Context: an optimization exercise on an open-source flow, tuned for small area, a short achievable clock period and few clock cycles. The choices shown serve that exercise and are no tape-out recipe. In this exercise RTL edits were held to simulation tests only and were not proved equivalent to the original. Power and IR drop assume default switching activity.

==> design.v <==
module atc_encode (
    input  wire        clk,
    input  wire        rst,           
    input  wire        wr_en,
    input  wire [8:0]  wr_addr,       
    input  wire [31:0] wr_data,
    input  wire        start,         
    output wire        busy,
    output reg  [31:0] result,
    output reg         err_src,       
    output reg  [7:0]  out_len,
    output reg         src_re,
    output reg  [7:0]  src_addr,
    input  wire [7:0]  src_rdata,
    output reg         dst_we,
    output reg  [7:0]  dst_addr,
    output reg  [7:0]  dst_wdata,
    output wire        txp_req,
    input  wire        txp_rsp_valid,
    input  wire        txp_rsp_ok,
    input  wire [7:0]  txp_rsp_val,
    input  wire [31:0] txp_rsp_err
);
    localparam [7:0]  TX_PWR_AUTO = 8'h80;
    localparam [31:0] R_OK      = 32'h0000_0000;
    localparam [31:0] R_MSGSIZE = 32'h0000_0004;
    localparam [31:0] R_RANGE   = 32'h0000_0080;
    localparam N_U16 = 14;
    localparam N_U32 = 7;
    reg [7:0]  max_len;
    reg [17:0] fs_present;
    reg [3:0]  fs_complete;
    reg [7:0]  fs_flags, fs_txp, fs_lerole;
    reg [15:0] fs_appear, fs_advitvl;
    reg [7:0]  fs_u16_count, fs_u32_count;
    reg [7:0]  v_off [0:7];    
    reg [7:0]  v_n   [0:7];
    reg [23:0] fs_devcls;
    reg [31:0] fs_itvl;
    reg [55:0] fs_leaddr;
    reg [15:0] u16 [0:N_U16-1];
    reg [31:0] u32 [0:N_U32-1];
    localparam [2:0] S_IDLE  = 3'd0,
                     S_SEL   = 3'd1,    
                     S_TXP   = 3'd2,    
                     S_HDR_L = 3'd3,    
                     S_HDR_T = 3'd4,    
                     S_PAY   = 3'd5,    
                     S_VREQ  = 3'd6,    
                     S_VWR   = 3'd7;    
    reg [2:0]  state;
    reg [4:0]  k;           
    reg [7:0]  n_r;         
    reg [7:0]  t_r;         
    reg [7:0]  j;           
    reg [7:0]  txp_val;     
    reg        txp_have;    
    assign busy    = (state != S_IDLE);
    assign txp_req = (state == S_TXP);
    reg  [7:0]  k_type;
    reg  [12:0] k_len;       
    reg         k_view;
    reg  [2:0]  k_vsel;
    always @* begin
        k_type = 8'h00;
        k_len  = 13'd0;
        k_view = 1'b0;
        k_vsel = 3'd0;
        case (k)
            5'd0:  begin k_type = 8'h01; k_len = 13'd1; end
            5'd1:  begin k_type = fs_complete[0] ? 8'h03 : 8'h02; k_len = {4'd0, fs_u16_count, 1'b0}; end
            5'd2:  begin k_type = fs_complete[1] ? 8'h05 : 8'h04; k_len = {3'd0, fs_u32_count, 2'b00}; end
            5'd3:  begin k_type = fs_complete[2] ? 8'h07 : 8'h06; k_len = {1'b0, v_n[0], 4'd0};
                         k_view = 1'b1; k_vsel = 3'd0; end
            5'd4:  begin k_type = fs_complete[3] ? 8'h09 : 8'h08; k_len = {5'd0, v_n[1]};
                         k_view = 1'b1; k_vsel = 3'd1; end
            5'd5:  begin k_type = 8'h0A; k_len = 13'd1; end
            5'd6:  begin k_type = 8'h0D; k_len = 13'd3; end
            5'd7:  begin k_type = 8'h12; k_len = 13'd4; end
            5'd8:  begin k_type = 8'h16; k_len = {5'd0, v_n[2]}; k_view = 1'b1; k_vsel = 3'd2; end
            5'd9:  begin k_type = 8'h17; k_len = {5'd0, v_n[3]} * 13'd6; k_view = 1'b1; k_vsel = 3'd3; end
            5'd10: begin k_type = 8'h19; k_len = 13'd2; end
            5'd11: begin k_type = 8'h1A; k_len = 13'd2; end
            5'd12: begin k_type = 8'h1B; k_len = 13'd7; end
            5'd13: begin k_type = 8'h1C; k_len = 13'd1; end
            5'd14: begin k_type = 8'h20; k_len = {5'd0, v_n[4]}; k_view = 1'b1; k_vsel = 3'd4; end
            5'd15: begin k_type = 8'h21; k_len = {5'd0, v_n[5]}; k_view = 1'b1; k_vsel = 3'd5; end
            5'd16: begin k_type = 8'h24; k_len = {5'd0, v_n[6]}; k_view = 1'b1; k_vsel = 3'd6; end
            5'd17: begin k_type = 8'hFF; k_len = {5'd0, v_n[7]}; k_view = 1'b1; k_vsel = 3'd7; end
            default: ;
        endcase
    end
    wire [7:0] k_off    = v_off[k_vsel];
    wire       k_fits   = ({5'd0, out_len} + 13'd2 + k_len) <= {5'd0, max_len};
    wire       k_inside = ({5'd0, k_off} + k_len) <= 13'd256;
    wire       k_auto   = (k == 5'd5) && (fs_txp == TX_PWR_AUTO) && !txp_have;
    reg [7:0] pay_byte;
    always @* begin
        pay_byte = 8'h00;
        case (k)
            5'd0:  pay_byte = fs_flags;
            5'd1:  pay_byte = (j[7:1] < N_U16) ? u16[j[4:1]][8*j[0] +: 8] : 8'h00;
            5'd2:  pay_byte = (j[7:2] < N_U32) ? u32[j[4:2]][8*j[1:0] +: 8] : 8'h00;
            5'd5:  pay_byte = txp_val;
            5'd6:  pay_byte = fs_devcls[8*j[1:0] +: 8];
            5'd7:  pay_byte = fs_itvl[8*j[1:0] +: 8];
            5'd10: pay_byte = fs_appear[8*j[0] +: 8];
            5'd11: pay_byte = fs_advitvl[8*j[0] +: 8];
            5'd12: pay_byte = fs_leaddr[8*j[2:0] +: 8];
            5'd13: pay_byte = fs_lerole;
            default: ;
        endcase
    end
    always @* begin
        src_re    = (state == S_VREQ);
        src_addr  = v_off[k_vsel] + j;
        dst_we    = 1'b0;
        dst_addr  = out_len;
        dst_wdata = 8'h00;
        case (state)
            S_HDR_L: begin dst_we = 1'b1; dst_addr = out_len;            dst_wdata = n_r + 8'd1; end
            S_HDR_T: begin dst_we = 1'b1; dst_addr = out_len + 8'd1;     dst_wdata = t_r; end
            S_PAY:   begin dst_we = 1'b1; dst_addr = out_len + 8'd2 + j; dst_wdata = pay_byte; end
            S_VWR:   begin dst_we = 1'b1; dst_addr = out_len + 8'd2 + j; dst_wdata = src_rdata; end
            default: ;
        endcase
    end
    integer i;
    always @(posedge clk) begin
        if (rst) begin
            state        <= S_IDLE;
            k            <= 5'd0;
            n_r          <= 8'd0;
            t_r          <= 8'd0;
            j            <= 8'd0;
            txp_val      <= 8'd0;
            txp_have     <= 1'b0;
            result       <= R_OK;
            err_src      <= 1'b0;
            out_len      <= 8'd0;
            max_len      <= 8'd0;
            fs_present   <= 18'd0;
            fs_complete  <= 4'd0;
            fs_flags     <= 8'd0;
            fs_txp       <= 8'd0;
            fs_lerole    <= 8'd0;
            fs_appear    <= 16'd0;
            fs_advitvl   <= 16'd0;
            fs_u16_count <= 8'd0;
            fs_u32_count <= 8'd0;
            fs_devcls    <= 24'd0;
            fs_itvl      <= 32'd0;
            fs_leaddr    <= 56'd0;
            for (i = 0; i < 8; i = i + 1) begin
                v_off[i] <= 8'd0;
                v_n[i]   <= 8'd0;
            end
            for (i = 0; i < N_U16; i = i + 1) u16[i] <= 16'd0;
            for (i = 0; i < N_U32; i = i + 1) u32[i] <= 32'd0;
        end else begin
            if (state == S_IDLE && wr_en) begin
                case (wr_addr)
                    9'h005: max_len <= wr_data[7:0];
                    9'h040: fs_present <= wr_data[17:0];
                    9'h041: fs_complete <= wr_data[3:0];
                    9'h042: begin
                        fs_flags  <= wr_data[7:0];
                        fs_txp    <= wr_data[15:8];
                        fs_lerole <= wr_data[23:16];
                    end
                    9'h043: begin
                        fs_appear  <= wr_data[15:0];
                        fs_advitvl <= wr_data[31:16];
                    end
                    9'h044: begin
                        fs_u16_count <= wr_data[7:0];
                        fs_u32_count <= wr_data[15:8];
                    end
                    9'h045, 9'h046, 9'h047, 9'h048, 9'h049, 9'h04A, 9'h04B, 9'h04C: begin
                        v_off[wr_addr[2:0] - 3'd5] <= wr_data[7:0];
                        v_n[wr_addr[2:0] - 3'd5]   <= wr_data[15:8];
                    end
                    9'h04D: fs_devcls <= wr_data[23:0];
                    9'h04E: fs_itvl <= wr_data;
                    9'h04F: fs_leaddr[31:0] <= wr_data;
                    9'h050: fs_leaddr[55:32] <= wr_data[23:0];
                    default: begin
                        if (wr_addr[8:4] == 5'h08 && wr_addr[3:0] < N_U16)
                            u16[wr_addr[3:0]] <= wr_data[15:0];
                        else if (wr_addr[8:3] == 6'h20 && wr_addr[2:0] < N_U32)
                            u32[wr_addr[2:0]] <= wr_data;
                    end
                endcase
            end
            case (state)
                S_IDLE: if (start) begin
                    out_len  <= 8'd0;
                    k        <= 5'd0;
                    txp_have <= 1'b0;
                    state    <= S_SEL;
                end
                S_SEL: begin
                    if (k == 5'd18) begin
                        result  <= R_OK;
                        err_src <= 1'b0;
                        state   <= S_IDLE;
                    end else if (!fs_present[k]) begin
                        k <= k + 5'd1;
                    end else if (k_auto) begin
                        state <= S_TXP;
                    end else if (!k_fits) begin
                        result  <= R_MSGSIZE;
                        err_src <= 1'b0;
                        state   <= S_IDLE;
                    end else if (k_view && !k_inside) begin
                        result  <= R_RANGE;
                        err_src <= 1'b0;
                        state   <= S_IDLE;
                    end else begin
                        if (k == 5'd5 && !txp_have) txp_val <= fs_txp;
                        n_r   <= k_len[7:0];
                        t_r   <= k_type;
                        state <= S_HDR_L;
                    end
                end
                S_TXP: if (txp_rsp_valid) begin
                    if (txp_rsp_ok) begin
                        txp_val  <= txp_rsp_val;
                        txp_have <= 1'b1;
                        state    <= S_SEL;
                    end else begin
                        result  <= txp_rsp_err;
                        err_src <= 1'b1;
                        state   <= S_IDLE;
                    end
                end
                S_HDR_L: state <= S_HDR_T;
                S_HDR_T: begin
                    j <= 8'd0;
                    if (n_r == 8'd0) begin
                        out_len <= out_len + 8'd2;
                        k       <= k + 5'd1;
                        state   <= S_SEL;
                    end else
                        state <= k_view ? S_VREQ : S_PAY;
                end
                S_PAY: begin
                    if (j == n_r - 8'd1) begin
                        out_len <= out_len + 8'd2 + n_r;
                        k       <= k + 5'd1;
                        state   <= S_SEL;
                    end else
                        j <= j + 8'd1;
                end
                S_VREQ: state <= S_VWR;
                S_VWR: begin
                    if (j == n_r - 8'd1) begin
                        out_len <= out_len + 8'd2 + n_r;
                        k       <= k + 5'd1;
                        state   <= S_SEL;
                    end else begin
                        j     <= j + 8'd1;
                        state <= S_VREQ;
                    end
                end
                default: state <= S_IDLE;
            endcase
        end
    end
endmodule
==> run.sh <==
#!/bin/bash
# synth_recipe.tcl (not shown) runs the flow's synth.tcl, then flattens the netlist and writes it again
# the make line also repeats each setting of config.mk as NAME=value (left out here)
make -C /OpenROAD-flow-scripts/flow DESIGN_CONFIG=/design/flow/config.mk WORK_HOME=/design/flow/orfs CLKGATE_MAP_FILE= SYNTH_SCRIPT=/design/flow/synth_recipe.tcl finish
==> config.mk <==
export PLATFORM = sky130hd
export DESIGN_NAME = atc_encode
export DESIGN_NICKNAME = atc_encode
export VERILOG_FILES = /design/flow/design.v
export SDC_FILE = /design/flow/constraint.sdc
export NUM_CORES = 4
export LEC_CHECK = 0
export CAP_MARGIN = 20
export CORE_MARGIN = 2
export CORE_UTILIZATION = 40
export PLACE_DENSITY = 0.6
export SLEW_MARGIN = 20
==> constraint.sdc <==
create_clock -name core_clock -period 6.0 [get_ports {clk}]
set_input_delay 1.2000 -clock core_clock [delete_from_list [all_inputs] [get_ports {clk}]]
set_output_delay 1.2000 -clock core_clock [all_outputs]
set_load 0.01 [all_outputs]
==> summary.txt <==
## registers in the layout, summed over array words and instances (netlist names), 16 cells and up, named ones only
name and count:
u16 256, u32 256, v_n 64, v_off 64, fs_leaddr 56, fs_itvl 32
result 32, fs_devcls 24, fs_present 18, fs_advitvl 16, fs_appear 16
## worst reg2reg max path, delay by kind of cell (launching register included)
family / cells / cell delay [ns]
compound gates: 10 / 1.68
fa+ha+maj: 5 / 1.41
flops: 1 / 0.33
buf+inv: 5 / 0.59
xor+xnor: 1 / 0.14
simple gates: 7 / 1.44
## what timing repair did
action                                  CTS  global route
pin swaps                                 2             8
resized for setup                        24            34
hold buffers                              0             0
endpoints found under the setup margin   44            54
gates cloned                              1             0
buffers inserted                          2             9
## synthesized netlist by cell type, drive strengths merged (28+ instances only)
library cell / number
o211ai: 28
mux2i: 100
and2: 319
nor2: 332
ha: 76
a22o: 57
dfxtp: 331
mux4: 188
nand3: 42
and3: 66
xnor2: 41
buf: 41
nor3: 41
o21ai: 78
nand2: 505
inv: 85
a21oi: 281
edfxtp: 608
clkbuf: 252
## final cells by class
class	instances	area, µm²
diodes	3	7.51
clock inverters	49	539
inverters	86	323
well taps	1414	1770
flip-flops and latches	939	24900
fillers	9793	57800
clock buffers	140	2810
repair buffers	309	2820
multi-input cells	2503	18000
## how the worst max path moves through the flow
stage / cells past startpoint / endpoint / slack (ns)
floorplan: 30 / txp_val[7] / 0.004
global placement: 28 / result[15] / -0.15
detailed placement: 28 / result[21] / -0.19
CTS: 21 / src_addr[7] / 0.01
global route: 28 / result[30] / -0.03
finish: 19 / src_addr[7] / 0.22
## per-stage QoR
step / hold slack [ns] / TNS (ns) / area (µm²)
after floorplan: 0.431 / 0 / 44200
final: 0.452 / 0 / 51200
after detailed placement: 0.443 / -4.75 / 47600
after global placement: 0.436 / -3.94 / 47500
after global routing: 0.465 / -0.138 / 51200
after CTS: 0.451 / 0 / 51000
## kinds of logic after synthesis
logic type,count (synthesis)
compound gates,623
simple gates,1409
flops,939
xor+xnor,60
mux,297
other cells,1
fa+ha+maj,82
buf+inv,379
## power breakdown
part	internal, mW	switching [mW]
registers	7.00	0.0565
clock network	3.56	2.70
logic	0.265	0.535
total	10.8	3.29
## per-layer routing
layer | vias to the layer above | share of wire | global-route usage
met5 | - | 0 | 0
met4 | 0 | 0.034 | 0.0774
met3 | 210 | 0.065 | 0.0328
met2 | 1101 | 0.47 | 0.371
met1 | 15500 | 0.44 | 0.327
li1 | 14000 | - | -
==> results.yml <==
global_route:
  grt_pass1_vias: 30200
  grt_max_degree: 77
  grt_usage: 0.233
  overflow: 0
  antenna_found_initial: 2
  grt_pass1_wl_mm: 197
synth:
  yosys.area_share.adder: 0.0243
  yosys.cell_types.count: 79
  avgSynthCellArea_um2: 11.6
  synth_top_area_cell: "edfxtp_1"
  synth_warnings: 1
  synthArstFlopShare: 0
  netlist_instances: 3790
  synth-compound-area-share: 0.0916
  synth-seq-area-share: 0.565
  synth_top_family_by_area: "simple AND/OR/NAND/NOR gates"
  synth_ff_type: "edfxtp_1"
  yosys.area_share.simple: 0.153
  synth.top_cell.area_share: 0.415
  ys_ff_latch: 939
  synth_edf_count: 608
  syn-cell-area_um2: 44000
  synthTopCellsByArea: "edfxtp_1 (41%), dfxtp_1 (15%), mux4_2 (9.6%)"
  synthMuxAreaShare: 0.121
  synth_xor_area_frac: 0.0119
pwr:
  powerDensity_nw_per_um2: 276
  power_mw: 14.1
  leakagePower_nw: 18.3
  vdd_drop_max_v: 0.000226
placement:
  dpl.hpwl_mm: 84.7
  dp_slack_ns: -0.185
  numPortBuffers: 163
  placed_cells: 5239
  gp_congestion: 0.923
final_layout:
  post-route-util: 0.470
  final_common_cell: "edfxtp_1"
  final_cell_mix: "edfxtp_1 (608), nand2_1 (504), dfxtp_1 (324)"
  stdcell_count: 5443
  drive_gt1_frac: 0.147
  area_growth_pct: 16.2
  final_net_count: 4117
route:
  wl_per_cell_um: 24.3
  drtIter0Drc: 3118
  wl_mm: 132
  num_vias: 30800
  drc: 0
  drtAntennaViolNets: 0
  drt-pass1-iter-count: 9
  avgViaCountPerCell: 5.67
run:
  cap_violations: 0
clock_network:
  cts_made_buffers: 101
  htreeDepth: 3
  path_clk_slew_ns: 0.07
  cts_root_buf: "clkbuf_16"
  ctsLongestPathBuffers: 3
  clock-sinks: 939
  cts_tree: "yes"
  insertion_delay_ns: 0.70
timing:
  fin_crit_sh: 0.963
  slew_violations: 0
  fin_ws_ns: 0.221
  period_needed_ns: 5.78
  timing.fmax_mhz: 173
  worstMarginPinSlew_ns: 1.21
  finClkSkew_ns: 0.0574
  slew_headroom: 0.186
  hold_viol_final: 0
  setup_viol: 0
floorplan:
  coreArea_um2: 109000
  die_area_um2: 113000
  num_io_pins: 164
  start_util: 0.404
  die_w_um: 336
  rows: 121
  dieHeight_um: 336
critical_path:
  start_kind: "register"
  reg2reg_to: "result[3]"
  crit_chain: "buf_4 > nor2b_1 > and3_2 > nor4_4 > a21oi_2 > nor2_4 > buf_12 > mux2_2 > o211ai_1 > o21ai_2 > ha_1 > a21o_1 > a21oi_2 > o21bai_1 > a21oi_2 > o21ai_0 > xnor2_1 > xnor2_1 > clkbuf_2"
  startpoint: "k[4]"
  critical_path_class: "reg -> out"
  cp_top_family: "compound AO/OA/AOI/OAI gates"
  r2r_slack_ns: 0.30
  worst-endpoint-arrival_ns: 4.58
  cpPeakStageDelay_ns: 0.43
  path_common_cell: "a21oi_2"
  crit_path_end_kind: "primary output"
  reg2regPathDepth: 28
  cp.required_ns: 4.80
  r2r-start: "k[0]"
  path_max_fanout: 10
  cp_num_buf_inv: 3
  crit_slowest_cell: "dfxtp_1"
hold_path:
  holdPathEnd: "fs_leaddr[21]"
  holdCritStartpoint: "fs_leaddr[21]"
  hp-class: "reg -> reg"
  min_delay_path_depth: 2
run_status:
  outcome: "timing/DRC/antenna clean"
Testbench counts, summed over its fixed seeds: cycles 67,737.

[what the ideal ports hide]
The results above use ideal ports. As a check the final layout listed here was re-extracted and re-timed, cells and wires unchanged.
Step 1: set_driving_cell puts a clkbuf_16 on clk and a buf_2 on each other input, an assumption about the parent block.
Step 2 adds t to the input delays and takes it off the output delays; t is the mean of the earliest and latest rising clock arrival at the registers after step 1. Input paths then give back, and output paths get back, about the clock's delay inside the block.
a / b / c = no drivers / after step 1 / after step 2; a / b = the first two.
t, ns: 0.743
setup slack, ns: 0.221 / 0.151 / 0.301
worst register clock-pin slew, ns: 0.07 / 0.07
After both steps setup and hold are still met in this run. For this run, drivers alone change the setup slack by -0.070 ns; drivers and shift together by +0.080 ns.
